Context: an optimization exercise on an open-source flow, tuned for small area, a short achievable clock period and few clock cycles. The choices shown serve that exercise and are no tape-out recipe.
Only simulation tests tie the RTL to the original design; equivalence was not proved.
No activity file was given, so power comes from the tool's default toggle rates.

==> design.v <==
`timescale 1ns/1ps
module radixconv (
    input  wire        clk,
    input  wire        rst,
    input  wire        host_valid,
    input  wire        host_we,
    input  wire        host_buf,
    input  wire [6:0]  host_addr,
    input  wire [15:0] host_wdata,
    output reg  [15:0] host_rdata
);
    localparam BUF_SIZE = 128;
    localparam [3:0] ERR_ILLEGAL = 4'd1;
    localparam [3:0] ERR_WIDTH   = 4'd2;
    localparam [3:0] ERR_BOUNDS  = 4'd3;
    localparam [3:0] ERR_OVERLAP = 4'd4;
    localparam [3:0] ERR_SYMBOL  = 4'd5;
    localparam [3:0] ERR_BUSY    = 4'd6;
    localparam [2:0] S_CHK   = 3'd0;    
    localparam [2:0] S_DIV   = 3'd1;    
    localparam [2:0] S_SET   = 3'd2;    
    localparam [2:0] S_CONV  = 3'd3;    
    localparam [2:0] S_ALPHA = 3'd4;    
    reg [8*BUF_SIZE-1:0] buf_mem;    
    reg [15:0] cmdl, srcaddr, srclen, dstaddr, dstlen;
    reg        busy, done, err;
    reg [3:0]  errcode;
    reg [2:0]  state;
    reg [1:0]  div_cnt;
    reg [11:0] div_l;        
    reg [2:0]  div_r;        
    reg        m_inc;        
    reg        fwd;          
    reg        fip;          
    reg        skip;         
    reg [31:0] work;         
    reg [5:0]  wbits;        
    reg [7:0]  ins_left;     
    reg [6:0]  rp, wp;       
    reg [6:0]  wpn;          
    reg [31:0] cur, nxt;     
    reg [1:0]  prime;        
    reg        son;          
    reg [4:0]  pf;           
    reg        done_r;       
    reg        bad_r;        
    reg [4:0]  wi;           
    reg [4:0]  wq;           
    reg [6:0]  a_end;        
    reg        src_ok;       
    reg        dst_bad;      
    reg        ovl_bad;      
    reg [5:0]  c_b;          
    reg [5:0]  c_b2;         
    reg [5:0]  c_t1, c_t2;   
    reg [5:0]  c_off;        
    reg        f_ge1, f_ge2;    
    reg        f_eqb, f_nz;     
    reg        f_fit1, f_fit2;  
    reg        f_idone;         
    reg        f_ige2;          
    wire [3:0] op  = cmdl[15:12];
    wire [3:0] a_w = cmdl[11:8];
    wire [3:0] b_w = cmdl[7:4];
    wire       p_f = cmdl[3];
    reg  op_conv;        
    reg  op_conv_any;    
    reg  emit_part;      
    wire host_wr_reg  = host_valid &  host_we & ~host_buf;
    wire host_acc_buf = host_valid & host_buf;
    wire [15:0] w = host_wdata;
    wire wr_cmd     = host_wr_reg & (host_addr[2:0] == 3'd0);
    wire wr_srcaddr = host_wr_reg & (host_addr[2:0] == 3'd2);
    wire wr_srclen  = host_wr_reg & (host_addr[2:0] == 3'd3);
    wire wr_dstaddr = host_wr_reg & (host_addr[2:0] == 3'd4);
    wire wr_param   = wr_srcaddr | wr_srclen | wr_dstaddr;
    wire is_srst = wr_cmd & (w == 16'hF000);
    reg legal;
    always @* begin
        case (w[15:12])
            4'h0, 4'h4, 4'h5, 4'h6, 4'h7, 4'hF: legal = (w[11:0] == 12'h000);
            4'h1: legal = (w[3:0] == 4'h0);
            4'h2: legal = (w[2:0] == 3'h0);
            default: legal = 1'b0;
        endcase
    end
    wire busy_violation = busy & (host_acc_buf | wr_param | (wr_cmd & ~is_srst));
    wire cmd_illegal = wr_cmd & ~is_srst & ~err & ~busy & ~legal;
    wire cmd_accept  = wr_cmd & ~is_srst & ~err & ~busy & legal & (w != 16'h0000);
    wire       w_fwd = ~((w[15:12] == 4'h2) & (w[7:4] < w[11:8]));
    wire       w_fip = (w[15:12] == 4'h2) & w_fwd;
    wire [6:0] s_rp  = fwd ? srcaddr[6:0] : a_end;     
    wire [4:0]  eng_ridx = (state == S_CHK) ? s_rp[6:2] : op_conv_any ? pf : wi;
    wire [4:0]  ridx = busy ? eng_ridx : host_addr[6:2];
    wire [31:0] bwords [0:31];
    genvar gw;
    generate
        for (gw = 0; gw < 32; gw = gw + 1) begin : g_words
            assign bwords[gw] = buf_mem[32*gw +: 32];
        end
    endgenerate
    wire [31:0] rword = bwords[ridx];
    wire [7:0]  rlane [0:3];
    assign rlane[0] = rword[7:0];
    assign rlane[1] = rword[15:8];
    assign rlane[2] = rword[23:16];
    assign rlane[3] = rword[31:24];
    wire [7:0]  clane [0:3];
    assign clane[0] = cur[7:0];
    assign clane[1] = cur[15:8];
    assign clane[2] = cur[23:16];
    assign clane[3] = cur[31:24];
    wire [15:0] n_len = srclen;
    wire        n_zero = (n_len == 16'd0);
    wire        width_bad = (a_w == 4'd0) | (a_w > 4'd8) | (b_w == 4'd0) | (b_w > 4'd8);
    wire [16:0] src_end = {1'b0, srcaddr} + {1'b0, n_len};
    wire [10:0] m_len   = div_l[10:0] + {10'd0, m_inc};    
    wire [15:0] dbase   = op_conv ? dstaddr : srcaddr;
    wire [16:0] dst_end = {1'b0, dbase} + {6'd0, m_len};
    wire        dst_ok  = (m_len == 11'd0) | (dst_end <= BUF_SIZE);
    wire        overlap = op_conv & (m_len != 11'd0) &
                          ({1'b0, srcaddr} < dst_end) & ({1'b0, dstaddr} < src_end);
    function [3:0] div_step;    
        input [3:0] b;
        input [2:0] r;
        input       x;
        reg   [7:0] v;
        reg   [3:0] t;
        begin
            v = {b, r, x};
            t[0] = (v == 8'd33) |
                   (v == 8'd35) |
                   (v == 8'd49) |
                   (v == 8'd52) |
                   (v == 8'd65) |
                   (v == 8'd67) |
                   (v == 8'd69) |
                   (v == 8'd71) |
                   (v == 8'd81) |
                   (v == 8'd83) |
                   (v == 8'd86) |
                   (v == 8'd88) |
                   (v == 8'd97) |
                   (v == 8'd99) |
                   (v == 8'd101) |
                   (v == 8'd103) |
                   (v == 8'd105) |
                   (v == 8'd107) |
                   (v == 8'd113) |
                   (v == 8'd115) |
                   (v == 8'd117) |
                   (v == 8'd120) |
                   (v == 8'd122) |
                   (v == 8'd124) |
                   (v == 8'd129) |
                   (v == 8'd131) |
                   (v == 8'd133) |
                   (v == 8'd135) |
                   (v == 8'd137) |
                   (v == 8'd139) |
                   (v == 8'd141) |
                   (v == 8'd143);
            t[1] = (v == 8'd50) |
                   (v == 8'd53) |
                   (v == 8'd66) |
                   (v == 8'd67) |
                   (v == 8'd70) |
                   (v == 8'd71) |
                   (v == 8'd82) |
                   (v == 8'd83) |
                   (v == 8'd87) |
                   (v == 8'd88) |
                   (v == 8'd98) |
                   (v == 8'd99) |
                   (v == 8'd104) |
                   (v == 8'd105) |
                   (v == 8'd114) |
                   (v == 8'd115) |
                   (v == 8'd118) |
                   (v == 8'd121) |
                   (v == 8'd122) |
                   (v == 8'd125) |
                   (v == 8'd130) |
                   (v == 8'd131) |
                   (v == 8'd134) |
                   (v == 8'd135) |
                   (v == 8'd138) |
                   (v == 8'd139) |
                   (v == 8'd142) |
                   (v == 8'd143);
            t[2] = (v == 8'd84) |
                   (v == 8'd89) |
                   (v == 8'd100) |
                   (v == 8'd101) |
                   (v == 8'd106) |
                   (v == 8'd107) |
                   (v == 8'd116) |
                   (v == 8'd117) |
                   (v == 8'd118) |
                   (v == 8'd123) |
                   (v == 8'd124) |
                   (v == 8'd125) |
                   (v == 8'd132) |
                   (v == 8'd133) |
                   (v == 8'd134) |
                   (v == 8'd135) |
                   (v == 8'd140) |
                   (v == 8'd141) |
                   (v == 8'd142) |
                   (v == 8'd143);
            t[3] = (v == 8'd17) |
                   (v == 8'd34) |
                   (v == 8'd35) |
                   (v == 8'd51) |
                   (v == 8'd52) |
                   (v == 8'd53) |
                   (v == 8'd68) |
                   (v == 8'd69) |
                   (v == 8'd70) |
                   (v == 8'd71) |
                   (v == 8'd85) |
                   (v == 8'd86) |
                   (v == 8'd87) |
                   (v == 8'd88) |
                   (v == 8'd89) |
                   (v == 8'd102) |
                   (v == 8'd103) |
                   (v == 8'd104) |
                   (v == 8'd105) |
                   (v == 8'd106) |
                   (v == 8'd107) |
                   (v == 8'd119) |
                   (v == 8'd120) |
                   (v == 8'd121) |
                   (v == 8'd122) |
                   (v == 8'd123) |
                   (v == 8'd124) |
                   (v == 8'd125) |
                   (v == 8'd136) |
                   (v == 8'd137) |
                   (v == 8'd138) |
                   (v == 8'd139) |
                   (v == 8'd140) |
                   (v == 8'd141) |
                   (v == 8'd142) |
                   (v == 8'd143);
            div_step = t;
        end
    endfunction
    function [7:0] t_n2p32;
        input [4:0] v;
        reg   [7:0] t;
        begin
            t[0] = (v == 5'd0) |
                   (v == 5'd2) |
                   (v == 5'd4) |
                   (v == 5'd6) |
                   (v == 5'd8) |
                   (v == 5'd10) |
                   (v == 5'd12) |
                   (v == 5'd14) |
                   (v == 5'd16) |
                   (v == 5'd18) |
                   (v == 5'd20) |
                   (v == 5'd22) |
                   (v == 5'd24) |
                   (v == 5'd27) |
                   (v == 5'd29) |
                   (v == 5'd31);
            t[1] = (v == 5'd1) |
                   (v == 5'd2) |
                   (v == 5'd5) |
                   (v == 5'd6) |
                   (v == 5'd9) |
                   (v == 5'd10) |
                   (v == 5'd13) |
                   (v == 5'd14) |
                   (v == 5'd17) |
                   (v == 5'd18) |
                   (v == 5'd21) |
                   (v == 5'd22) |
                   (v == 5'd25) |
                   (v == 5'd26) |
                   (v == 5'd27) |
                   (v == 5'd30) |
                   (v == 5'd31);
            t[2] = (v == 5'd3) |
                   (v == 5'd4) |
                   (v == 5'd5) |
                   (v == 5'd6) |
                   (v == 5'd11) |
                   (v == 5'd12) |
                   (v == 5'd13) |
                   (v == 5'd14) |
                   (v == 5'd19) |
                   (v == 5'd20) |
                   (v == 5'd21) |
                   (v == 5'd22) |
                   (v == 5'd28) |
                   (v == 5'd29) |
                   (v == 5'd30) |
                   (v == 5'd31);
            t[3] = (v == 5'd7) |
                   (v == 5'd8) |
                   (v == 5'd9) |
                   (v == 5'd10) |
                   (v == 5'd11) |
                   (v == 5'd12) |
                   (v == 5'd13) |
                   (v == 5'd14) |
                   (v == 5'd23) |
                   (v == 5'd24) |
                   (v == 5'd25);
            t[4] = (v == 5'd15) |
                   (v == 5'd16) |
                   (v == 5'd17) |
                   (v == 5'd18) |
                   (v == 5'd19) |
                   (v == 5'd20) |
                   (v == 5'd21) |
                   (v == 5'd22) |
                   (v == 5'd23) |
                   (v == 5'd24) |
                   (v == 5'd25) |
                   (v == 5'd26) |
                   (v == 5'd27) |
                   (v == 5'd28) |
                   (v == 5'd29) |
                   (v == 5'd30) |
                   (v == 5'd31);
            t[5] = (v == 5'd0) |
                   (v == 5'd1) |
                   (v == 5'd2) |
                   (v == 5'd3) |
                   (v == 5'd4) |
                   (v == 5'd5) |
                   (v == 5'd6) |
                   (v == 5'd7) |
                   (v == 5'd8) |
                   (v == 5'd9) |
                   (v == 5'd10) |
                   (v == 5'd11) |
                   (v == 5'd12) |
                   (v == 5'd13) |
                   (v == 5'd14) |
                   (v == 5'd15) |
                   (v == 5'd16) |
                   (v == 5'd17) |
                   (v == 5'd18) |
                   (v == 5'd19) |
                   (v == 5'd20) |
                   (v == 5'd21) |
                   (v == 5'd22) |
                   (v == 5'd23) |
                   (v == 5'd24) |
                   (v == 5'd25) |
                   (v == 5'd26) |
                   (v == 5'd27) |
                   (v == 5'd28) |
                   (v == 5'd29) |
                   (v == 5'd30) |
                   (v == 5'd31);
            t[6] = (v == 5'd0) |
                   (v == 5'd1) |
                   (v == 5'd2) |
                   (v == 5'd3) |
                   (v == 5'd4) |
                   (v == 5'd5) |
                   (v == 5'd6) |
                   (v == 5'd7) |
                   (v == 5'd8) |
                   (v == 5'd9) |
                   (v == 5'd10) |
                   (v == 5'd11) |
                   (v == 5'd12) |
                   (v == 5'd13) |
                   (v == 5'd14) |
                   (v == 5'd15) |
                   (v == 5'd16) |
                   (v == 5'd17) |
                   (v == 5'd18) |
                   (v == 5'd19) |
                   (v == 5'd20) |
                   (v == 5'd21) |
                   (v == 5'd22) |
                   (v == 5'd23) |
                   (v == 5'd24) |
                   (v == 5'd25);
            t[7] = 1'b0;
            t_n2p32 = t;
        end
    endfunction
    function [7:0] t_p2n32;
        input [7:0] v;
        reg   [7:0] t;
        begin
            t[0] = (v == 8'd51) |
                   (v == 8'd53) |
                   (v == 8'd55) |
                   (v == 8'd98) |
                   (v == 8'd100) |
                   (v == 8'd102) |
                   (v == 8'd104) |
                   (v == 8'd106) |
                   (v == 8'd108) |
                   (v == 8'd110) |
                   (v == 8'd112) |
                   (v == 8'd114) |
                   (v == 8'd116) |
                   (v == 8'd118) |
                   (v == 8'd120) |
                   (v == 8'd122);
            t[1] = (v == 8'd50) |
                   (v == 8'd51) |
                   (v == 8'd54) |
                   (v == 8'd55) |
                   (v == 8'd99) |
                   (v == 8'd100) |
                   (v == 8'd103) |
                   (v == 8'd104) |
                   (v == 8'd107) |
                   (v == 8'd108) |
                   (v == 8'd111) |
                   (v == 8'd112) |
                   (v == 8'd115) |
                   (v == 8'd116) |
                   (v == 8'd119) |
                   (v == 8'd120);
            t[2] = (v == 8'd52) |
                   (v == 8'd53) |
                   (v == 8'd54) |
                   (v == 8'd55) |
                   (v == 8'd101) |
                   (v == 8'd102) |
                   (v == 8'd103) |
                   (v == 8'd104) |
                   (v == 8'd109) |
                   (v == 8'd110) |
                   (v == 8'd111) |
                   (v == 8'd112) |
                   (v == 8'd117) |
                   (v == 8'd118) |
                   (v == 8'd119) |
                   (v == 8'd120);
            t[3] = (v == 8'd50) |
                   (v == 8'd51) |
                   (v == 8'd52) |
                   (v == 8'd53) |
                   (v == 8'd54) |
                   (v == 8'd55) |
                   (v == 8'd105) |
                   (v == 8'd106) |
                   (v == 8'd107) |
                   (v == 8'd108) |
                   (v == 8'd109) |
                   (v == 8'd110) |
                   (v == 8'd111) |
                   (v == 8'd112) |
                   (v == 8'd121) |
                   (v == 8'd122);
            t[4] = (v == 8'd50) |
                   (v == 8'd51) |
                   (v == 8'd52) |
                   (v == 8'd53) |
                   (v == 8'd54) |
                   (v == 8'd55) |
                   (v == 8'd113) |
                   (v == 8'd114) |
                   (v == 8'd115) |
                   (v == 8'd116) |
                   (v == 8'd117) |
                   (v == 8'd118) |
                   (v == 8'd119) |
                   (v == 8'd120) |
                   (v == 8'd121) |
                   (v == 8'd122);
            t[5] = 1'b0;
            t[6] = 1'b0;
            t[7] = 1'b0;
            t_p2n32 = t;
        end
    endfunction
    function [7:0] t_n2p64;
        input [5:0] v;
        reg   [7:0] t;
        begin
            t[0] = (v == 6'd1) |
                   (v == 6'd3) |
                   (v == 6'd5) |
                   (v == 6'd7) |
                   (v == 6'd9) |
                   (v == 6'd11) |
                   (v == 6'd12) |
                   (v == 6'd14) |
                   (v == 6'd16) |
                   (v == 6'd18) |
                   (v == 6'd20) |
                   (v == 6'd22) |
                   (v == 6'd24) |
                   (v == 6'd26) |
                   (v == 6'd28) |
                   (v == 6'd30) |
                   (v == 6'd32) |
                   (v == 6'd34) |
                   (v == 6'd36) |
                   (v == 6'd38) |
                   (v == 6'd40) |
                   (v == 6'd42) |
                   (v == 6'd44) |
                   (v == 6'd46) |
                   (v == 6'd48) |
                   (v == 6'd50) |
                   (v == 6'd52) |
                   (v == 6'd54) |
                   (v == 6'd56) |
                   (v == 6'd58) |
                   (v == 6'd60) |
                   (v == 6'd62);
            t[1] = (v == 6'd4) |
                   (v == 6'd5) |
                   (v == 6'd8) |
                   (v == 6'd9) |
                   (v == 6'd13) |
                   (v == 6'd14) |
                   (v == 6'd17) |
                   (v == 6'd18) |
                   (v == 6'd21) |
                   (v == 6'd22) |
                   (v == 6'd25) |
                   (v == 6'd26) |
                   (v == 6'd29) |
                   (v == 6'd30) |
                   (v == 6'd33) |
                   (v == 6'd34) |
                   (v == 6'd37) |
                   (v == 6'd39) |
                   (v == 6'd40) |
                   (v == 6'd43) |
                   (v == 6'd44) |
                   (v == 6'd47) |
                   (v == 6'd48) |
                   (v == 6'd51) |
                   (v == 6'd52) |
                   (v == 6'd55) |
                   (v == 6'd56) |
                   (v == 6'd59) |
                   (v == 6'd60) |
                   (v == 6'd63);
            t[2] = (v == 6'd0) |
                   (v == 6'd1) |
                   (v == 6'd6) |
                   (v == 6'd7) |
                   (v == 6'd8) |
                   (v == 6'd9) |
                   (v == 6'd15) |
                   (v == 6'd16) |
                   (v == 6'd17) |
                   (v == 6'd18) |
                   (v == 6'd23) |
                   (v == 6'd24) |
                   (v == 6'd25) |
                   (v == 6'd26) |
                   (v == 6'd31) |
                   (v == 6'd32) |
                   (v == 6'd33) |
                   (v == 6'd34) |
                   (v == 6'd41) |
                   (v == 6'd42) |
                   (v == 6'd43) |
                   (v == 6'd44) |
                   (v == 6'd49) |
                   (v == 6'd50) |
                   (v == 6'd51) |
                   (v == 6'd52) |
                   (v == 6'd57) |
                   (v == 6'd58) |
                   (v == 6'd59) |
                   (v == 6'd60);
            t[3] = (v == 6'd0) |
                   (v == 6'd1) |
                   (v == 6'd10) |
                   (v == 6'd11) |
                   (v == 6'd19) |
                   (v == 6'd20) |
                   (v == 6'd21) |
                   (v == 6'd22) |
                   (v == 6'd23) |
                   (v == 6'd24) |
                   (v == 6'd25) |
                   (v == 6'd26) |
                   (v == 6'd35) |
                   (v == 6'd36) |
                   (v == 6'd37) |
                   (v == 6'd45) |
                   (v == 6'd46) |
                   (v == 6'd47) |
                   (v == 6'd48) |
                   (v == 6'd49) |
                   (v == 6'd50) |
                   (v == 6'd51) |
                   (v == 6'd52) |
                   (v == 6'd61) |
                   (v == 6'd62) |
                   (v == 6'd63);
            t[4] = (v == 6'd2) |
                   (v == 6'd3) |
                   (v == 6'd4) |
                   (v == 6'd5) |
                   (v == 6'd6) |
                   (v == 6'd7) |
                   (v == 6'd8) |
                   (v == 6'd9) |
                   (v == 6'd10) |
                   (v == 6'd11) |
                   (v == 6'd27) |
                   (v == 6'd28) |
                   (v == 6'd29) |
                   (v == 6'd30) |
                   (v == 6'd31) |
                   (v == 6'd32) |
                   (v == 6'd33) |
                   (v == 6'd34) |
                   (v == 6'd35) |
                   (v == 6'd36) |
                   (v == 6'd37) |
                   (v == 6'd53) |
                   (v == 6'd54) |
                   (v == 6'd55) |
                   (v == 6'd56) |
                   (v == 6'd57) |
                   (v == 6'd58) |
                   (v == 6'd59) |
                   (v == 6'd60) |
                   (v == 6'd61) |
                   (v == 6'd62) |
                   (v == 6'd63);
            t[5] = (v == 6'd0) |
                   (v == 6'd1) |
                   (v == 6'd2) |
                   (v == 6'd3) |
                   (v == 6'd4) |
                   (v == 6'd5) |
                   (v == 6'd6) |
                   (v == 6'd7) |
                   (v == 6'd8) |
                   (v == 6'd9) |
                   (v == 6'd10) |
                   (v == 6'd11) |
                   (v == 6'd38) |
                   (v == 6'd39) |
                   (v == 6'd40) |
                   (v == 6'd41) |
                   (v == 6'd42) |
                   (v == 6'd43) |
                   (v == 6'd44) |
                   (v == 6'd45) |
                   (v == 6'd46) |
                   (v == 6'd47) |
                   (v == 6'd48) |
                   (v == 6'd49) |
                   (v == 6'd50) |
                   (v == 6'd51) |
                   (v == 6'd52) |
                   (v == 6'd53) |
                   (v == 6'd54) |
                   (v == 6'd55) |
                   (v == 6'd56) |
                   (v == 6'd57) |
                   (v == 6'd58) |
                   (v == 6'd59) |
                   (v == 6'd60) |
                   (v == 6'd61) |
                   (v == 6'd62) |
                   (v == 6'd63);
            t[6] = (v == 6'd12) |
                   (v == 6'd13) |
                   (v == 6'd14) |
                   (v == 6'd15) |
                   (v == 6'd16) |
                   (v == 6'd17) |
                   (v == 6'd18) |
                   (v == 6'd19) |
                   (v == 6'd20) |
                   (v == 6'd21) |
                   (v == 6'd22) |
                   (v == 6'd23) |
                   (v == 6'd24) |
                   (v == 6'd25) |
                   (v == 6'd26) |
                   (v == 6'd27) |
                   (v == 6'd28) |
                   (v == 6'd29) |
                   (v == 6'd30) |
                   (v == 6'd31) |
                   (v == 6'd32) |
                   (v == 6'd33) |
                   (v == 6'd34) |
                   (v == 6'd35) |
                   (v == 6'd36) |
                   (v == 6'd37) |
                   (v == 6'd38) |
                   (v == 6'd39) |
                   (v == 6'd40) |
                   (v == 6'd41) |
                   (v == 6'd42) |
                   (v == 6'd43) |
                   (v == 6'd44) |
                   (v == 6'd45) |
                   (v == 6'd46) |
                   (v == 6'd47) |
                   (v == 6'd48) |
                   (v == 6'd49) |
                   (v == 6'd50) |
                   (v == 6'd51) |
                   (v == 6'd52) |
                   (v == 6'd53) |
                   (v == 6'd54) |
                   (v == 6'd55) |
                   (v == 6'd56) |
                   (v == 6'd57) |
                   (v == 6'd58) |
                   (v == 6'd59) |
                   (v == 6'd60) |
                   (v == 6'd61) |
                   (v == 6'd62) |
                   (v == 6'd63);
            t[7] = 1'b0;
            t_n2p64 = t;
        end
    endfunction
    function [7:0] t_p2n64;
        input [7:0] v;
        reg   [7:0] t;
        begin
            t[0] = (v == 8'd45) |
                   (v == 8'd49) |
                   (v == 8'd51) |
                   (v == 8'd53) |
                   (v == 8'd55) |
                   (v == 8'd57) |
                   (v == 8'd66) |
                   (v == 8'd68) |
                   (v == 8'd70) |
                   (v == 8'd72) |
                   (v == 8'd74) |
                   (v == 8'd76) |
                   (v == 8'd78) |
                   (v == 8'd80) |
                   (v == 8'd82) |
                   (v == 8'd84) |
                   (v == 8'd86) |
                   (v == 8'd88) |
                   (v == 8'd90) |
                   (v == 8'd98) |
                   (v == 8'd100) |
                   (v == 8'd102) |
                   (v == 8'd104) |
                   (v == 8'd106) |
                   (v == 8'd108) |
                   (v == 8'd110) |
                   (v == 8'd112) |
                   (v == 8'd114) |
                   (v == 8'd116) |
                   (v == 8'd118) |
                   (v == 8'd120) |
                   (v == 8'd122);
            t[1] = (v == 8'd48) |
                   (v == 8'd49) |
                   (v == 8'd52) |
                   (v == 8'd53) |
                   (v == 8'd56) |
                   (v == 8'd57) |
                   (v == 8'd67) |
                   (v == 8'd68) |
                   (v == 8'd71) |
                   (v == 8'd72) |
                   (v == 8'd75) |
                   (v == 8'd76) |
                   (v == 8'd79) |
                   (v == 8'd80) |
                   (v == 8'd83) |
                   (v == 8'd84) |
                   (v == 8'd87) |
                   (v == 8'd88) |
                   (v == 8'd97) |
                   (v == 8'd98) |
                   (v == 8'd101) |
                   (v == 8'd102) |
                   (v == 8'd105) |
                   (v == 8'd106) |
                   (v == 8'd109) |
                   (v == 8'd110) |
                   (v == 8'd113) |
                   (v == 8'd114) |
                   (v == 8'd117) |
                   (v == 8'd118) |
                   (v == 8'd121) |
                   (v == 8'd122);
            t[2] = (v == 8'd50) |
                   (v == 8'd51) |
                   (v == 8'd52) |
                   (v == 8'd53) |
                   (v == 8'd65) |
                   (v == 8'd66) |
                   (v == 8'd67) |
                   (v == 8'd68) |
                   (v == 8'd73) |
                   (v == 8'd74) |
                   (v == 8'd75) |
                   (v == 8'd76) |
                   (v == 8'd81) |
                   (v == 8'd82) |
                   (v == 8'd83) |
                   (v == 8'd84) |
                   (v == 8'd89) |
                   (v == 8'd90) |
                   (v == 8'd97) |
                   (v == 8'd98) |
                   (v == 8'd103) |
                   (v == 8'd104) |
                   (v == 8'd105) |
                   (v == 8'd106) |
                   (v == 8'd111) |
                   (v == 8'd112) |
                   (v == 8'd113) |
                   (v == 8'd114) |
                   (v == 8'd119) |
                   (v == 8'd120) |
                   (v == 8'd121) |
                   (v == 8'd122);
            t[3] = (v == 8'd54) |
                   (v == 8'd55) |
                   (v == 8'd56) |
                   (v == 8'd57) |
                   (v == 8'd65) |
                   (v == 8'd66) |
                   (v == 8'd67) |
                   (v == 8'd68) |
                   (v == 8'd77) |
                   (v == 8'd78) |
                   (v == 8'd79) |
                   (v == 8'd80) |
                   (v == 8'd81) |
                   (v == 8'd82) |
                   (v == 8'd83) |
                   (v == 8'd84) |
                   (v == 8'd99) |
                   (v == 8'd100) |
                   (v == 8'd101) |
                   (v == 8'd102) |
                   (v == 8'd103) |
                   (v == 8'd104) |
                   (v == 8'd105) |
                   (v == 8'd106) |
                   (v == 8'd115) |
                   (v == 8'd116) |
                   (v == 8'd117) |
                   (v == 8'd118) |
                   (v == 8'd119) |
                   (v == 8'd120) |
                   (v == 8'd121) |
                   (v == 8'd122);
            t[4] = (v == 8'd69) |
                   (v == 8'd70) |
                   (v == 8'd71) |
                   (v == 8'd72) |
                   (v == 8'd73) |
                   (v == 8'd74) |
                   (v == 8'd75) |
                   (v == 8'd76) |
                   (v == 8'd77) |
                   (v == 8'd78) |
                   (v == 8'd79) |
                   (v == 8'd80) |
                   (v == 8'd81) |
                   (v == 8'd82) |
                   (v == 8'd83) |
                   (v == 8'd84) |
                   (v == 8'd107) |
                   (v == 8'd108) |
                   (v == 8'd109) |
                   (v == 8'd110) |
                   (v == 8'd111) |
                   (v == 8'd112) |
                   (v == 8'd113) |
                   (v == 8'd114) |
                   (v == 8'd115) |
                   (v == 8'd116) |
                   (v == 8'd117) |
                   (v == 8'd118) |
                   (v == 8'd119) |
                   (v == 8'd120) |
                   (v == 8'd121) |
                   (v == 8'd122);
            t[5] = (v == 8'd85) |
                   (v == 8'd86) |
                   (v == 8'd87) |
                   (v == 8'd88) |
                   (v == 8'd89) |
                   (v == 8'd90) |
                   (v == 8'd97) |
                   (v == 8'd98) |
                   (v == 8'd99) |
                   (v == 8'd100) |
                   (v == 8'd101) |
                   (v == 8'd102) |
                   (v == 8'd103) |
                   (v == 8'd104) |
                   (v == 8'd105) |
                   (v == 8'd106) |
                   (v == 8'd107) |
                   (v == 8'd108) |
                   (v == 8'd109) |
                   (v == 8'd110) |
                   (v == 8'd111) |
                   (v == 8'd112) |
                   (v == 8'd113) |
                   (v == 8'd114) |
                   (v == 8'd115) |
                   (v == 8'd116) |
                   (v == 8'd117) |
                   (v == 8'd118) |
                   (v == 8'd119) |
                   (v == 8'd120) |
                   (v == 8'd121) |
                   (v == 8'd122);
            t[6] = 1'b0;
            t[7] = 1'b0;
            t_p2n64 = t;
        end
    endfunction
    function [8:0] alpha;    
        input [1:0] o;
        input [7:0] v;
        begin
            case (o)
                2'd0:    alpha = {|v[7:5], t_n2p32(v[4:0])};
                2'd1:    alpha = {1'b0,    t_p2n32(v)};
                2'd2:    alpha = {|v[7:6], t_n2p64(v[5:0])};
                default: alpha = {1'b0,    t_p2n64(v)};
            endcase
        end
    endfunction
    wire [3:0] dv1 = div_step(b_w, div_r,     div_l[11]);
    wire [3:0] dv2 = div_step(b_w, dv1[2:0],  div_l[10]);
    wire [3:0] dv3 = div_step(b_w, dv2[2:0],  div_l[9]);
    wire [11:0] q_nx = {div_l[8:0], dv1[3], dv2[3], dv3[3]};
    wire [2:0]  r_nx = dv3[2:0];
    wire [3:0] g_w = 4'd8 - b_w;                     
    wire [7:0] a_mask = ~(8'hFF << a_w);
    wire [7:0] b_mask = ~(8'hFF << b_w);
    wire [7:0] g_mask = ~(8'hFF << g_w);
    wire       primed    = (prime == 2'd2);
    wire       stream_on = son;
    wire [7:0] s0 = clane[rp[1:0]];
    wire [7:0] s1 = fwd ? ((rp[1:0] == 2'd3) ? nxt[7:0]   : clane[rp[1:0] + 2'd1])
                        : ((rp[1:0] == 2'd0) ? nxt[31:24] : clane[rp[1:0] - 2'd1]);
    wire       bad0 = |(s0 & ~a_mask);
    wire       bad1 = |(s1 & ~a_mask);
    wire [7:0] u0 = fwd ? s0 : {s0[0], s0[1], s0[2], s0[3], s0[4], s0[5], s0[6], s0[7]};
    wire [7:0] u1 = fwd ? s1 : {s1[0], s1[1], s1[2], s1[3], s1[4], s1[5], s1[6], s1[7]};
    wire       part_ok  = fwd & f_idone & emit_part;
    wire [1:0] k = ~stream_on ? 2'd0 :
                   f_ge2 ? 2'd2 :
                   f_ge1 ? ((part_ok & ~f_eqb) ? 2'd2 : 2'd1) :
                   ((part_ok & f_nz) ? 2'd1 : 2'd0);
    wire       k_part = part_ok & ~f_ge2;                 
    wire [5:0] wr0 = wbits;
    wire [5:0] wr1 = wbits - c_b;
    wire [5:0] wr2 = wbits - c_b2;
    wire [5:0] wrem = (k_part & (k != 2'd0)) ? 6'd0 :
                      (k == 2'd2) ? wr2 : (k == 2'd1) ? wr1 : wr0;
    wire [5:0] io0 = wbits + c_off;
    wire [5:0] io1 = io0 - c_b;
    wire [5:0] io2 = io0 - c_b2;
    wire [5:0] ins_off = (k_part & (k != 2'd0)) ? 6'd0 :
                         (k == 2'd2) ? io2 : (k == 2'd1) ? io1 : io0;
    wire [1:0] nin = ~stream_on ? 2'd0 :
                     (f_ige2 & f_fit2) ? 2'd2 :
                     (~f_idone & f_fit1) ? 2'd1 : 2'd0;
    wire       sym_bad = ((nin != 2'd0) & bad0) | ((nin == 2'd2) & bad1);
    wire [15:0] qin = {8'd0, u0} | ((nin == 2'd2) ? ({8'd0, u1} << a_w) : 16'd0);
    wire [5:0]  cons = (k == 2'd2) ? c_b2 : (k == 2'd1) ? c_b : 6'd0;
    wire [31:0] work_c = (work >> cons) & (fwd ? 32'hFFFFFFFF : ~{24'd0, g_mask});
    wire [31:0] work_nx = work_c | ((nin != 2'd0) ? ({16'd0, qin} << ins_off) : 32'd0);
    wire [5:0]  wbits_nx = wrem + ((nin == 2'd2) ? {1'b0, a_w, 1'b0} : (nin == 2'd1) ? {2'd0, a_w} : 6'd0);
    wire [7:0]  ins_nx = ins_left - {6'd0, nin};
    wire [6:0]  rp1 = fwd ? rp + 7'd1 : rp - 7'd1;
    wire [6:0]  rp2 = fwd ? rp + 7'd2 : rp - 7'd2;
    wire [6:0]  rp_nx = (nin == 2'd2) ? rp2 : (nin == 2'd1) ? rp1 : rp;
    wire        wcross = fwd ? (((nin == 2'd1) & (rp[1:0] == 2'd3)) | ((nin == 2'd2) & rp[1]))
                             : (((nin == 2'd1) & (rp[1:0] == 2'd0)) | ((nin == 2'd2) & ~rp[1]));
    wire [7:0] win0 = work[7:0];
    wire [7:0] win1 = work[b_w +: 8];
    wire [7:0] wm0  = win0 & ~g_mask;
    wire [7:0] wm1  = win1 & ~g_mask;
    wire [7:0] o0 = fwd ? (win0 & b_mask) : {wm0[0], wm0[1], wm0[2], wm0[3], wm0[4], wm0[5], wm0[6], wm0[7]};
    wire [7:0] o1 = fwd ? (win1 & b_mask) : {wm1[0], wm1[1], wm1[2], wm1[3], wm1[4], wm1[5], wm1[6], wm1[7]};
    wire       skip_now = skip & (k != 2'd0);
    wire       k1  = (k == 2'd1);
    wire       k2  = (k == 2'd2);
    wire       we0 = k2 | (k1 & ~skip);             
    wire       we1 = k2 & ~skip;                    
    wire [1:0] nw  = {we1, we0 & ~we1};
    wire [7:0] d0  = skip_now ? o1 : o0;
    wire [6:0] wp1 = wpn;
    wire [6:0] wp2 = fwd ? wp + 7'd2 : wp - 7'd2;
    wire [6:0] wp3 = fwd ? wp + 7'd3 : wp - 7'd3;
    wire [6:0] wp_nx  = (nw == 2'd2) ? wp2 : (nw == 2'd1) ? wp1 : wp;
    wire [6:0] wpn_nx = (nw == 2'd2) ? wp3 : (nw == 2'd1) ? wp2 : wpn;
    wire       n_idone = (ins_nx == 8'd0);
    wire       n_ge1   = (wbits_nx >= c_b);
    wire       n_nz    = (wbits_nx != 6'd0);
    wire       c_done  = n_idone & (fwd ? (~n_ge1 & (~emit_part | ~n_nz)) : ~n_nz);
    wire       a_lo_w = (wq == srcaddr[6:2]);
    wire       a_hi_w = (wq == a_end[6:2]);
    reg  [3:0] a_en;
    reg  [7:0] a_val [0:3];
    reg        a_bad;
    reg  [8:0] a_t;
    integer    li;
    always @* begin
        a_bad = 1'b0;
        for (li = 0; li < 4; li = li + 1) begin
            a_en[li] = (~a_lo_w | (li[1:0] >= srcaddr[1:0])) & (~a_hi_w | (li[1:0] <= a_end[1:0]));
            a_t = alpha(op[1:0], clane[li]);
            a_val[li] = a_t[7:0];
            if (a_en[li] & a_t[8]) a_bad = 1'b1;
        end
    end
    reg        eng_fault;
    reg [3:0]  eng_code;
    reg        eng_finish;
    reg [10:0] fin_len;
    reg [3:0]  eng_we;       
    reg [4:0]  eng_widx [0:3];
    reg [7:0]  eng_wd   [0:3];
    integer    ej;
    always @* begin
        eng_fault  = 1'b0;
        eng_code   = 4'd0;
        eng_finish = 1'b0;
        fin_len    = m_len;
        for (ej = 0; ej < 4; ej = ej + 1) begin
            eng_we[ej]   = 1'b0;
            eng_widx[ej] = wq;
            eng_wd[ej]   = a_val[ej];
        end
        if (op_conv_any) begin
            for (ej = 0; ej < 4; ej = ej + 1) begin
                if (wp1[1:0] == ej[1:0]) begin
                    eng_we[ej]   = we1;
                    eng_widx[ej] = wp1[6:2];
                    eng_wd[ej]   = o1;
                end else begin
                    eng_we[ej]   = we0 & (wp[1:0] == ej[1:0]);
                    eng_widx[ej] = wp[6:2];
                    eng_wd[ej]   = d0;
                end
            end
            if (bad_r) begin
                eng_fault = 1'b1;
                eng_code  = ERR_SYMBOL;
            end else begin
                case (state)
                    S_CHK: begin
                        if (width_bad) begin
                            eng_fault = 1'b1;
                            eng_code  = ERR_WIDTH;
                        end else if (!src_ok) begin
                            eng_fault = 1'b1;
                            eng_code  = ERR_BOUNDS;
                        end else if (n_zero) begin
                            eng_finish = 1'b1;
                            fin_len    = 11'd0;
                        end
                    end
                    S_CONV: begin
                        if (dst_bad) begin
                            eng_fault = 1'b1;
                            eng_code  = ERR_BOUNDS;
                        end else if (ovl_bad) begin
                            eng_fault = 1'b1;
                            eng_code  = ERR_OVERLAP;
                        end else if (done_r) begin
                            eng_finish = 1'b1;
                        end
                    end
                    default: ;
                endcase
            end
        end else begin
            if (state == S_CHK) begin
                if (!src_ok) begin
                    eng_fault = 1'b1;
                    eng_code  = ERR_BOUNDS;
                end else if (n_zero) begin
                    eng_finish = 1'b1;
                    fin_len    = 11'd0;
                end
            end else begin
                for (ej = 0; ej < 4; ej = ej + 1)
                    eng_we[ej] = a_en[ej];
                if (a_bad) begin
                    eng_fault = 1'b1;
                    eng_code  = ERR_SYMBOL;
                end else if (a_hi_w) begin
                    eng_finish = 1'b1;
                    fin_len    = n_len[10:0];
                end
            end
        end
        if (!busy) begin
            eng_fault  = 1'b0;
            eng_finish = 1'b0;
            for (ej = 0; ej < 4; ej = ej + 1) eng_we[ej] = 1'b0;
        end
    end
    wire host_buf_wr = host_valid & host_we & host_buf & ~busy;
    reg  [3:0] l_we;
    reg  [4:0] l_idx [0:3];
    reg  [7:0] l_wd  [0:3];
    integer    lj;
    always @* begin
        for (lj = 0; lj < 4; lj = lj + 1) begin
            if (busy) begin
                l_we[lj]  = eng_we[lj];
                l_idx[lj] = eng_widx[lj];
                l_wd[lj]  = eng_wd[lj];
            end else begin
                l_we[lj]  = host_buf_wr & (host_addr[1:0] == lj[1:0]);
                l_idx[lj] = host_addr[6:2];
                l_wd[lj]  = host_wdata[7:0];
            end
        end
    end
    genvar gb;
    generate
        for (gb = 0; gb < BUF_SIZE; gb = gb + 1) begin : g_buf
            always @(posedge clk) begin
                if (l_we[gb % 4] && l_idx[gb % 4] == (gb / 4))
                    buf_mem[8*gb +: 8] <= l_wd[gb % 4];
            end
        end
    endgenerate
    reg        busy_n, done_n, err_n;
    reg [3:0]  errcode_n;
    reg [15:0] dstlen_n;
    always @* begin
        busy_n    = busy;
        done_n    = done;
        err_n     = err;
        errcode_n = errcode;
        dstlen_n  = dstlen;
        if (rst || is_srst) begin
            busy_n = 1'b0; done_n = 1'b0; err_n = 1'b0; errcode_n = 4'd0; dstlen_n = 16'd0;
        end else if (busy_violation) begin
            busy_n = 1'b0; done_n = 1'b0; err_n = 1'b1; errcode_n = ERR_BUSY;
        end else if (cmd_illegal) begin
            err_n = 1'b1; errcode_n = ERR_ILLEGAL; done_n = 1'b0;
        end else if (cmd_accept) begin
            busy_n = 1'b1; done_n = 1'b0;
        end else if (eng_fault) begin
            busy_n = 1'b0; err_n = 1'b1; errcode_n = eng_code;
        end else if (eng_finish) begin
            busy_n = 1'b0; done_n = 1'b1; dstlen_n = {5'd0, fin_len};
        end
    end
    wire        busy_e    = busy & ~eng_fault & ~eng_finish;
    wire        done_e    = eng_finish | done;
    wire        err_e     = eng_fault | err;
    wire [3:0]  errcode_e = eng_fault ? eng_code : errcode;
    wire [15:0] dstlen_e  = eng_finish ? {5'd0, fin_len} : dstlen;
    wire [15:0] status_e  = {8'h00, errcode_e, 1'b0, err_e, done_e, busy_e};
    reg [15:0] reg_rd;
    always @* begin
        case (host_addr[2:0])
            3'd0: reg_rd = cmdl;
            3'd1: reg_rd = status_e;
            3'd2: reg_rd = srcaddr;
            3'd3: reg_rd = srclen;
            3'd4: reg_rd = dstaddr;
            3'd5: reg_rd = dstlen_e;
            default: reg_rd = 16'h0000;
        endcase
    end
    always @(posedge clk) begin
        if (host_valid && !host_we)
            host_rdata <= host_buf ? {8'h00, rlane[host_addr[1:0]]} : reg_rd;
    end
    always @(posedge clk) begin
        busy    <= busy_n;
        done    <= done_n;
        err     <= err_n;
        errcode <= errcode_n;
        dstlen  <= dstlen_n;
        src_ok  <= n_zero | (src_end <= BUF_SIZE);
        a_end   <= srcaddr[6:0] + srclen[6:0] - 7'd1;
        if (rst || is_srst) begin
            cmdl    <= 16'h0000;
            srcaddr <= 16'h0000;
            srclen  <= 16'h0000;
            dstaddr <= 16'h0000;
        end else if (!busy_violation) begin
            if (wr_srcaddr) srcaddr <= w;
            if (wr_srclen)  srclen  <= w;
            if (wr_dstaddr) dstaddr <= w;
            if (cmd_accept) begin
                cmdl        <= w;
                op_conv     <= (w[15:12] == 4'h1);
                op_conv_any <= (w[15:12] == 4'h1) | (w[15:12] == 4'h2);
                emit_part   <= (w[15:12] == 4'h1) | w[3];
                state    <= S_CHK;
                fwd      <= w_fwd;
                fip      <= w_fip;
                done_r   <= 1'b0;
                son      <= 1'b0;
                bad_r    <= 1'b0;
                dst_bad  <= 1'b0;
                ovl_bad  <= 1'b0;
            end
        end
        if (busy) begin
            if (state == S_CHK) begin
                cur   <= rword;
                prime <= 2'd1;
                pf    <= fwd ? s_rp[6:2] + 5'd1 : s_rp[6:2] - 5'd1;
            end else if (op_conv_any) begin
                if (!primed) begin
                    if (prime == 2'd0) cur <= rword;
                    else               nxt <= rword;
                    prime <= prime + 2'd1;
                    pf    <= fwd ? pf + 5'd1 : pf - 5'd1;
                end else if (wcross) begin
                    cur <= nxt;
                    nxt <= rword;
                    pf  <= fwd ? pf + 5'd1 : pf - 5'd1;
                end
            end else begin
                cur <= rword;
            end
            if (stream_on) begin
                work     <= work_nx;
                wbits    <= wbits_nx;
                ins_left <= ins_nx;
                rp       <= rp_nx;
                wp       <= wp_nx;
                wpn      <= wpn_nx;
                f_ge1    <= n_ge1;
                f_ge2    <= (wbits_nx >= c_b2);
                f_eqb    <= (wbits_nx == c_b);
                f_nz     <= n_nz;
                f_fit1   <= (wbits_nx <= c_t1);
                f_fit2   <= (wbits_nx <= c_t2);
                f_idone  <= n_idone;
                f_ige2   <= (ins_nx >= 8'd2);
                if (k != 2'd0) skip <= 1'b0;
                done_r   <= c_done;
                bad_r    <= sym_bad;
            end
            case (state)
                S_CHK: begin
                    skip     <= 1'b0;
                    rp       <= s_rp;
                    wp       <= srcaddr[6:0];
                    wpn      <= srcaddr[6:0] + 7'd1;
                    work     <= 32'd0;
                    wbits    <= 6'd0;
                    ins_left <= srclen[7:0];
                    f_ge1    <= 1'b0;
                    f_ge2    <= 1'b0;
                    f_eqb    <= 1'b0;
                    f_nz     <= 1'b0;
                    f_fit1   <= 1'b1;
                    f_fit2   <= 1'b1;
                    f_idone  <= (srclen[7:0] == 8'd0);
                    f_ige2   <= (srclen[7:0] >= 8'd2);
                    wi      <= srcaddr[6:2] + 5'd1;
                    wq      <= srcaddr[6:2];
                    div_l   <= {4'd0, n_len[7:0]} * {8'd0, a_w};
                    div_r   <= 3'd0;
                    div_cnt <= 2'd0;
                    c_b     <= {2'd0, b_w};
                    c_b2    <= {1'b0, b_w, 1'b0};
                    c_off   <= fwd ? 6'd0 : ({2'd0, a_w} - {2'd0, b_w});
                    c_t1    <= (fwd ? 6'd32 : 6'd24 + {2'd0, b_w}) - {2'd0, a_w};
                    c_t2    <= (fwd ? 6'd32 : 6'd24 + {2'd0, b_w}) - {1'b0, a_w, 1'b0};
                    state   <= op_conv_any ? S_DIV : S_ALPHA;
                end
                S_ALPHA: begin
                    wi <= wi + 5'd1;
                    wq <= wi;
                end
                S_DIV: begin
                    div_l   <= q_nx;
                    div_r   <= r_nx;
                    div_cnt <= div_cnt + 2'd1;
                    if (div_cnt == 2'd0) son <= fip;     
                    if (div_cnt == 2'd3) begin
                        m_inc <= emit_part & (r_nx != 3'd0);
                        state <= fip ? S_CONV : S_SET;
                    end
                end
                S_SET: begin
                    wbits <= (fwd | (div_r == 3'd0)) ? 6'd0 : (c_b - {3'd0, div_r});
                    f_nz  <= ~fwd & (div_r != 3'd0);
                    skip  <= ~fwd & ~p_f & (div_r != 3'd0);
                    dst_bad <= ~dst_ok;
                    ovl_bad <= overlap;
                    wp    <= fwd ? dbase[6:0] : (srcaddr[6:0] + m_len[6:0] - 7'd1);
                    wpn   <= fwd ? dbase[6:0] + 7'd1 : (srcaddr[6:0] + m_len[6:0] - 7'd2);
                    son   <= 1'b1;
                    state <= S_CONV;
                end
                default: ;
            endcase
        end
    end
endmodule
==> flow/run.sh <==
#!/bin/bash
# The standard layout (the standard.sh: ORFS synthesis to finish), with timing repair aimed at a
# setup margin of 5.5 ns and without gate cloning. The make output goes to flow.log; ORFS keeps each
# step's own log under orfs/logs/.
set -euo pipefail
bash standard.sh SETUP_SLACK_MARGIN=5.5 SKIP_GATE_CLONING=1 finish > flow.log 2>&1
==> standard.sh <==
#!/bin/bash
# synth_recipe.tcl (not shown) runs the flow's synth.tcl, then flattens the netlist and writes it again
# the make line also repeats each setting of config.mk as NAME=value (left out here)
make -C /OpenROAD-flow-scripts/flow DESIGN_CONFIG=/design/flow/config.mk WORK_HOME=/design/flow/orfs CLKGATE_MAP_FILE= SYNTH_SCRIPT=/design/flow/synth_recipe.tcl "${@:-finish}"
==> config.mk <==
export PLATFORM = sky130hd
export DESIGN_NAME = radixconv
export DESIGN_NICKNAME = radixconv
export VERILOG_FILES = /design/flow/design.v
export SDC_FILE = /design/flow/constraint.sdc
export NUM_CORES = 4
export LEC_CHECK = 0
export CAP_MARGIN = 20
export CORE_MARGIN = 2
export CORE_UTILIZATION = 40
export SLEW_MARGIN = 20
==> constraint.sdc <==
create_clock -name core_clock -period 10.0 [get_ports {clk}]
set_input_delay 2.0000 -clock core_clock [delete_from_list [all_inputs] [get_ports {clk}]]
set_output_delay 2.0000 -clock core_clock [all_outputs]
set_load 0.01 [all_outputs]
==> results.sh, run 1 <==
export IMPL_status="timing/DRC/antenna clean"
export IMPL_vias_per_cell=6.73
export IMPL_crit_top_cell="buf_12"
export IMPL_max_freq_mhz=213
export IMPL_clockBufferDepth=3
export IMPL_r2r_slack_ns=5.42
export IMPL_drv_slew=0
export IMPL_min_path_type="flop to flop"
export IMPL_drc=0
export IMPL_cpMaxStageDelayCell="or4_1"
export IMPL_grt_use_total=0.312
export IMPL_synth_cell_type_count=98
export IMPL_max_cap_viol_count=0
export IMPL_detail_route_antenna_nets=0
export IMPL_clk_pin_slew_ns=0.07
export IMPL_synth_area_per_cell_um2=10.7
export IMPL_final_hold_viol_count=0
export IMPL_stdcell_area_um2=86800
export IMPL_post_route_period_util=0.469
export IMPL_synth_edf_count=1236
export IMPL_tns_ns=0
export IMPL_placedCellCount=9019
export IMPL_drt_iter0_drc=11400
export IMPL_die_h_um=432
export IMPL_multi_input_area_um2=34000
export IMPL_start_util=0.402
export IMPL_place_area_um2=77000
export IMPL_synth_area_leader_cell="edfxtp_1"
export IMPL_fillCellCount=16300
export IMPL_required_ns=10.52
export IMPL_totalWireLength_um=305000
export IMPL_rows=157
export IMPL_ys_ff_latch=1339
export IMPL_slowest_delay_ns=0.61
export IMPL_cts_sinks=1339
export IMPL_r2r_start="state[0]$_DFF_P_"
export IMPL_via_count=64200
export IMPL_ios=44
export IMPL_netlist_area_um2=73400
export IMPL_clkLatencyLatePin_ns=0.83
export IMPL_cts_made_buffers=136
export IMPL_antenna_found_initial=10
export IMPL_power_density_nw_per_um2=139
export IMPL_fin_skew_ns=0.0642
export IMPL_synthesis_instances=6879
export IMPL_start_kind="primary input"
export IMPL_wl_per_cell_um=31.9
export IMPL_grt_pass1_vias=58900
export IMPL_reg2reg_to="host_rdata[6]$_DFFE_PP_"
export IMPL_synth_top_area_frac=0.506
export IMPL_worst_hold_path_endpoint="done$_SDFFE_PP0P_"
export IMPL_setup_viol_count_final=0
export IMPL_worstSetupPathType="primary input to flop"
export IMPL_p_total_mw=12.0
export IMPL_gp_congestion=1.01
export IMPL_dp_hpwl_um=197000
export IMPL_die_x_um=432
export IMPL_layout_drive_gt1_share=0.174
export IMPL_htree_levels=4
export IMPL_ctsHoldBuffers=0
export IMPL_grt_pass1_wl_um=425000
export IMPL_register_area_um2=39200
export IMPL_end_kind="flop"
export IMPL_synth_flop_cell="edfxtp_1"
export IMPL_p_leak_nw=30.4
export IMPL_async_reset_ff_frac=0
export IMPL_critPathMaxFanout=7
export IMPL_drtPass1Iterations=10
export IMPL_port_buffers=43
export IMPL_synth_nets=7126
export IMPL_min_period_ns=4.69
export IMPL_hold_depth=2
export IMPL_cp_arrival_ns=5.20
export IMPL_worst_pin_slew_ns=1.27
export IMPL_fin_cells=9544
export IMPL_dieArea_um2=187000
export IMPL_slew_headroom=0.150
export IMPL_grt_ovfl_total=0
export IMPL_cts_root_buf="clkbuf_16"
export IMPL_cts_tree="built"
export IMPL_coreArea_um2=183000
export IMPL_yosys_warnings=6
export IMPL_synth_area_leaders="edfxtp_1 (51%), a22oi_1 (3.7%), nor2_1 (3.4%), ha_1 (3.2%), mux2i_1 (3.0%)"
export IMPL_rsz0062_at_grt="yes"
export IMPL_hold_start="done$_SDFFE_PP0P_"
export IMPL_reg2regPathDepth=17
export IMPL_fin_nets=7288
export IMPL_seq_area_frac_synth=0.534
export IMPL_final_util=0.475
export IMPL_syn_to_final_growth_pct=18.2
export IMPL_grt_max_degree=88
export IMPL_irDropWorstVdd_mv=0.180
export IMPL_worstPathCellList="buf_6 -> nor2b_4 -> buf_6 -> a41oi_4 -> buf_12 -> nor3_4 -> buf_12 -> buf_12 -> buf_16 -> buf_12 -> nand3_1 -> nand4_1 -> or4_1 -> o32a_4 -> a22o_1 -> o21ai_2 -> nand2_1"
routing by layer:
| metal | GRT usage | routed length, µm |
|---|---|---|
| met1 | 0.404 | 112000 |
| met3 | 0.0835 | 39700 |
| met5 | 0.00208 | 175 |
| met4 | 0.177 | 21900 |
| met2 | 0.470 | 131000 |
worst max-delay path: cells and delay by family:
kind | cells | cell delay (ns)
buffers and inverters | 7 | 1.02
AND/OR/NAND/NOR | 6 | 1.04
AO/OA/AOI/OAI | 4 | 1.13
where the power goes:
group / switching (mW) / internal (mW) / total (mW)
logic: 0.459 / 0.241 / 0.700
clock network: 2.33 / 2.89 / 5.22
registers: 0.0108 / 6.12 / 6.13
total: 2.80 / 9.25 / 12.0
how the worst max path moves through the flow:
stage | startpoint | endpoint | slack, ns | depth (start not counted)
3_5_place_dp | host_addr[6] | host_rdata[2]$_DFFE_PP_ | 2.72 | 13
6_report | host_addr[5] | host_rdata[6]$_DFFE_PP_ | 5.31 | 17
5_1_grt | host_addr[5] | host_rdata[5]$_DFFE_PP_ | 5.36 | 17
3_3_place_gp | host_addr[6] | host_rdata[2]$_DFFE_PP_ | 2.81 | 13
4_1_cts | fwd$_DFFE_PP_ | buf_mem[123]$_DFFE_PP_ | 5.33 | 10
2_1_floorplan | host_addr[4] | host_rdata[4]$_DFFE_PP_ | 5.22 | 13
cells in the final DEF, fill, tap and decap left out, types with 57 or more instances in the layout:
cell / synthesis / routed
a21o_1: 71 / 69
a21oi_1: 409 / 380
a22oi_1: 360 / 323
a31oi_1: 112 / 95
and3_1: 85 / 77
buf_12: 0 / 68
buf_4: 0 / 352
clkbuf_16: 0 / 142
dfxtp_1: 103 / 90
edfxtp_1: 1236 / 1236
ha_1: 189 / 180
inv_1: 159 / 153
mux2_2: 66 / 63
mux2i_1: 221 / 218
nand2_1: 589 / 579
nand3_1: 347 / 332
nand4_1: 110 / 110
nor2_1: 670 / 578
nor2_2: 1 / 57
nor2b_1: 77 / 69
nor3_1: 110 / 101
o211ai_1: 62 / 62
o21ai_0: 300 / 280
xnor2_1: 101 / 94
state kept, by name, indices dropped and copies added (netlist names), 6 cells and up:
name	flops
buf_mem	1024
cur	32
nxt	32
work	32
cmdl	16
dstaddr	16
dstlen	16
host_rdata	16
srcaddr	16
srclen	16
div_l	12
ins_left	8
a_end	7
wp	7
wpn	7
c_t1	6
c_t2	6
wbits	6
cell families after synthesis:
group           Yosys count  synth area share
simple gates           2289             0.147
buf+inv                 675            0.0357
xor+xnor                157            0.0189
mux                     327            0.0526
flops                  1339             0.534
fa+ha+maj               220            0.0405
compound gates         1872             0.172
stage by stage:
stage	setup slack, ns	hold WS (ns)
after detailed placement	2.72	0.459
final	5.31	0.477
after CTS	5.33	0.472
after global placement	2.81	0.455
after global routing	5.36	0.487
after floorplan	5.22	0.403
cell type report:
class | instances | share of cell area
diodes | 7 | 0.000202
clock buffers | 172 | 0.0420
clock inverters | 77 | 0.00996
inverters | 170 | 0.00768
multi-input cells | 4865 | 0.391
flip-flops and latches | 1339 | 0.452
well taps | 2385 | 0.0344
repair buffers | 529 | 0.0628
Yosys cell counts (85+ instances only):
master,number
o21ai_0,300
inv_1,159
nand2_1,589
clkbuf_1,373
nor2_1,670
a31oi_1,112
a21oi_1,409
a22oi_1,360
dfxtp_1,103
xnor2_1,101
nand3_1,347
mux2i_1,221
nand4_1,110
and3_1,85
edfxtp_1,1236
ha_1,189
nor3_1,110
timing repair:
| item | 4_1_cts | 5_1_grt |
|---|---|---|
| resized for setup | 431 | 221 |
| setup buffers | 195 | 74 |
| setup endpoints to repair | 768 | 908 |
| pin swaps | 69 | 63 |
Testbench counts, summed over its fixed seeds: cycles 30,579.
==> run 2, diff against run 1 <==
--- a/design.v
+++ b/design.v
@@ -22,7 +22,8 @@
     localparam [2:0] S_CONV  = 3'd3;    
     localparam [2:0] S_ALPHA = 3'd4;    
     reg [8*BUF_SIZE-1:0] buf_mem;    
-    reg [15:0] cmdl, srcaddr, srclen, dstaddr, dstlen;
+    reg [15:0] cmdl, srcaddr, srclen, dstaddr;
+    reg [7:0]  dstlen;       
     reg        busy, done, err;
     reg [3:0]  errcode;
     reg [2:0]  state;
@@ -50,8 +51,6 @@
     reg        src_ok;       
     reg        dst_bad;      
     reg        ovl_bad;      
-    reg [5:0]  c_b;          
-    reg [5:0]  c_b2;         
     reg [5:0]  c_t1, c_t2;   
     reg [5:0]  c_off;        
     reg        f_ge1, f_ge2;    
@@ -62,6 +61,8 @@
     wire [3:0] op  = cmdl[15:12];
     wire [3:0] a_w = cmdl[11:8];
     wire [3:0] b_w = cmdl[7:4];
+    wire [5:0] c_b  = {2'd0, b_w};           
+    wire [5:0] c_b2 = {1'b0, b_w, 1'b0};     
     wire       p_f = cmdl[3];
     reg  op_conv;        
     reg  op_conv_any;    
@@ -1145,7 +1146,7 @@
     endgenerate
     reg        busy_n, done_n, err_n;
     reg [3:0]  errcode_n;
-    reg [15:0] dstlen_n;
+    reg [7:0]  dstlen_n;
     always @* begin
         busy_n    = busy;
         done_n    = done;
@@ -1153,7 +1154,7 @@
         errcode_n = errcode;
         dstlen_n  = dstlen;
         if (rst || is_srst) begin
-            busy_n = 1'b0; done_n = 1'b0; err_n = 1'b0; errcode_n = 4'd0; dstlen_n = 16'd0;
+            busy_n = 1'b0; done_n = 1'b0; err_n = 1'b0; errcode_n = 4'd0; dstlen_n = 8'd0;
         end else if (busy_violation) begin
             busy_n = 1'b0; done_n = 1'b0; err_n = 1'b1; errcode_n = ERR_BUSY;
         end else if (cmd_illegal) begin
@@ -1163,14 +1164,14 @@
         end else if (eng_fault) begin
             busy_n = 1'b0; err_n = 1'b1; errcode_n = eng_code;
         end else if (eng_finish) begin
-            busy_n = 1'b0; done_n = 1'b1; dstlen_n = {5'd0, fin_len};
+            busy_n = 1'b0; done_n = 1'b1; dstlen_n = fin_len[7:0];
         end
     end
     wire        busy_e    = busy & ~eng_fault & ~eng_finish;
     wire        done_e    = eng_finish | done;
     wire        err_e     = eng_fault | err;
     wire [3:0]  errcode_e = eng_fault ? eng_code : errcode;
-    wire [15:0] dstlen_e  = eng_finish ? {5'd0, fin_len} : dstlen;
+    wire [15:0] dstlen_e  = {8'd0, eng_finish ? fin_len[7:0] : dstlen};
     wire [15:0] status_e  = {8'h00, errcode_e, 1'b0, err_e, done_e, busy_e};
     reg [15:0] reg_rd;
     always @* begin
@@ -1280,8 +1281,6 @@
                     div_l   <= {4'd0, n_len[7:0]} * {8'd0, a_w};
                     div_r   <= 3'd0;
                     div_cnt <= 2'd0;
-                    c_b     <= {2'd0, b_w};
-                    c_b2    <= {1'b0, b_w, 1'b0};
                     c_off   <= fwd ? 6'd0 : ({2'd0, a_w} - {2'd0, b_w});
                     c_t1    <= (fwd ? 6'd32 : 6'd24 + {2'd0, b_w}) - {2'd0, a_w};
                     c_t2    <= (fwd ? 6'd32 : 6'd24 + {2'd0, b_w}) - {1'b0, a_w, 1'b0};
--- a/config.mk
+++ b/config.mk
@@ -7,5 +7,6 @@
 export LEC_CHECK = 0
 export CAP_MARGIN = 20
 export CORE_MARGIN = 2
-export CORE_UTILIZATION = 40
+export CORE_UTILIZATION = 55
+export CTS_BUF_LIST = sky130_fd_sc_hd__clkbuf_8
 export SLEW_MARGIN = 20
==> results.sh, run 2 <==
export IMPL_status="complete, but fails checks"
export IMPL_so_faults="capacitance limit, slew limit"
export IMPL_drc=0
export IMPL_via_count=59600
export IMPL_rsz0062_at_grt="yes"
export IMPL_fin_nets=6763
export IMPL_layout_commonest_cell="edfxtp_1"
export IMPL_die_h_um=362
export IMPL_grt_use_total=0.421
export IMPL_synthMostInstantiatedCell="edfxtp_1"
export IMPL_detail_route_antenna_nets=0
export IMPL_slew_headroom=-0.00179
export IMPL_die_x_um=362
export IMPL_cts_root_buf="clkbuf_8"
export IMPL_port_buffers=43
export IMPL_drv_slew=1
export IMPL_worstSetupPathType="primary input to flop"
export IMPL_clk_pin_slew_ns=0.07
export IMPL_seq_area_frac_synth=0.553
export IMPL_cts_made_buffers=211
export IMPL_synth_nets=6460
export IMPL_critPathMaxFanout=8
export IMPL_totalWireLength_um=286000
export IMPL_async_reset_ff_frac=0
export IMPL_synthesis_instances=6213
export IMPL_netlist_area_um2=70400
export IMPL_synth_edf_count=1232
export IMPL_yosys_warnings=6
export IMPL_max_freq_mhz=213
export IMPL_wl_per_cell_um=34.2
export IMPL_synth_commonest_cells="edfxtp_1 (1,232), nor2_1 (584), nand2_1 (501)"
export IMPL_antenna_found_initial=5
export IMPL_final_cell_mix="edfxtp_1 (1,232), nand2_1 (490), nor2_1 (485), a21oi_1 (355), buf_4 (331)"
export IMPL_cp_top_family="simple AND/OR/NAND/NOR gates"
export IMPL_grt_max_degree=78
export IMPL_start_util=0.553
export IMPL_synth_flop_cell="edfxtp_1"
export IMPL_drtPass1Iterations=7
export IMPL_min_period_ns=4.69
export IMPL_irDropWorstVdd_mv=0.148
export IMPL_fin_skew_ns=0.0670
export IMPL_synth_area_per_cell_um2=11.3
export IMPL_p_leak_nw=29.2
export IMPL_required_ns=10.60
export IMPL_p_total_mw=11.3
export IMPL_drt_iter0_drc=9458
export IMPL_grt_ovfl_total=0
export IMPL_max_cap_viol_count=1
export IMPL_end_kind="flop"
export IMPL_setup_viol_count_final=0
export IMPL_htree_levels=4
export IMPL_cts_tree="built"
export IMPL_start_kind="primary input"
export IMPL_slowest_delay_ns=0.77
export IMPL_clockBufferDepth=3
export IMPL_dieArea_um2=131000
export IMPL_rows=131
export IMPL_cts_sinks=1327
export IMPL_coreArea_um2=127000
export IMPL_cp_arrival_ns=5.29
export IMPL_grt_pass1_vias=54900
export IMPL_synth_top_area_frac=0.526
export IMPL_crit_top_cell="nand2_1"
export IMPL_synth_area_leader_cell="edfxtp_1"
export IMPL_cpMaxStageDelayCell="nor2_2"
export IMPL_top_register="buf_mem"
export IMPL_critical_path_buf_inv_count=1
export IMPL_syn_to_final_growth_pct=17.6
export IMPL_layout_drive_gt1_share=0.197
export IMPL_tns_ns=0
export IMPL_synth_cell_type_count=98
export IMPL_fillCellCount=9756
export IMPL_dp_hpwl_um=179000
export IMPL_gp_congestion=0.977
export IMPL_largest_reg_flops=1024
export IMPL_power_density_nw_per_um2=137
export IMPL_ctsHoldBuffers=0
export IMPL_post_route_period_util=0.469
export IMPL_synth_area_leaders="edfxtp_1 (53%), ha_1 (3.4%), mux2i_1 (3.2%), nor2_1 (3.1%), dfxtp_1 (2.7%)"
export IMPL_final_hold_viol_count=0
export IMPL_ys_ff_latch=1327
export IMPL_multi_input_area_um2=31500
export IMPL_register_area_um2=38900
export IMPL_worstPathCellList="clkdlybuf4s50_1 -> nand2_1 -> nor3b_1 -> nand2_1 -> o211ai_1 -> nor2b_1 -> o21ai_1 -> nor2_2"
export IMPL_vias_per_cell=7.12
export IMPL_ios=44
export IMPL_clkLatencyLatePin_ns=1.00
export IMPL_worst_pin_slew_ns=1.49
export IMPL_grt_pass1_wl_um=395000
export IMPL_min_path_type="flop to flop"
run 2: power by group:
group          leakage (nW)  internal (mW)  switching [mW]
Sequential             11.8           6.07          0.0130
Clock                  2.33           2.32            2.33
Combinational          15.1          0.212           0.404
run 2: logic make-up (layout without fill, tap and decap cells):
kind of cell / after synthesis / in the layout / synth area share
simple gates: 1699 / 1699 / 0.110
flops: 1327 / 1327 / 0.553
compound gates: 1863 / 1863 / 0.184
mux: 340 / 340 / 0.0570
fa+ha+maj: 220 / 220 / 0.0423
buf+inv: 604 / 1092 / 0.0346
other cells: 0 / 10 / 0
xor+xnor: 160 / 160 / 0.0199
run 2: worst reg2reg max path, delay by kind of cell (launching register included):
kind / cells / cell delay [ns]
mux: 1 / 0.52
buf+inv: 8 / 1.39
flops: 1 / 0.34
simple gates: 5 / 1.01
compound gates: 4 / 1.04
run 2: final timing paths:
kind                                  end  cells past startpoint                   start  slack, ns
setup / recovery   buf_mem[740]$_DFFE_PP_                      8                 host_we       5.31
hold / removal     dstlen[3]$_SDFFE_PP0P_                      2  dstlen[3]$_SDFFE_PP0P_       0.47
setup reg to reg  host_rdata[3]$_DFFE_PP_                     18        state[1]$_DFF_P_       5.43
hold reg to reg    dstlen[3]$_SDFFE_PP0P_                      2  dstlen[3]$_SDFFE_PP0P_       0.47
run 2: area by class of cell:
type                            instances  share of cell area
Clock inverter                        184              0.0144
Multi-Input combinational cell       4282               0.381
Inverter                              178             0.00824
Tap cell                             1662              0.0251
Clock buffer                          214              0.0356
Sequential cell                      1327               0.470
Timing Repair Buffer                  516              0.0655
Antenna cell                           10            0.000302
run 2: stage by stage:
step / area (µm²) / util / setup slack (ns) / hold WS, ns / instances
detailed placement: 73600 / 0.578 / 2.78 / 0.467 / 7711
global route: 82700 / 0.650 / 5.33 / 0.482 / 8364
global placement: 73500 / 0.577 / 2.88 / 0.457 / 7706
floorplan: 71100 / - / 5.34 / 0.447 / 6213
CTS: 80900 / 0.635 / 5.41 / 0.476 / 8269
finish: 82800 / 0.650 / 5.31 / 0.473 / 8373
run 2: timing repair:
item                       4_1_cts  5_1_grt
buffers inserted               160       93
gates resized for setup        354      213
pin swaps                       62       95
setup endpoints to repair     1473      596
run 2: routing by layer:
metal	routed length (µm)	up-vias	track usage
met5	90	-	0.00185
met4	20800	6	0.232
met3	37000	1084	0.115
met2	126000	4711	0.644
met1	102000	29000	0.544
li1	-	24800	-
Testbench counts of run 2, summed over its fixed seeds: cycles 30,579.

[what the ideal ports hide]
The flow's constraints put no driver on any port. The routed layouts listed below were extracted and timed again, unchanged, in two steps. Step 1 (the two cells are an assumption about what drives the block):
set clk [get_ports {clk}]
set_driving_cell -lib_cell sky130_fd_sc_hd__clkbuf_16 $clk
set_driving_cell -lib_cell sky130_fd_sc_hd__buf_2 [delete_from_list [all_inputs] $clk]
Step 2 moves the port delays by t, midway between the first and last clock arrival at a register: inputs arrive t later, outputs are due t later. That takes back most of the time a late clock gives input paths. a / b / c = no drivers / after step 1 / after step 2; a / b = the first two.
run	t, ns	setup WS [ns]	hold slack, ns
run 1	0.887	5.315 / 5.372 / 4.485	0.477 / 0.477 / 0.477
run 2	1.036	5.314 / 5.355 / 4.319	0.473 / 0.473 / 0.473
For run 2, which loses most, drivers alone change the setup slack by +0.041 ns; drivers and shift together by -0.995 ns.
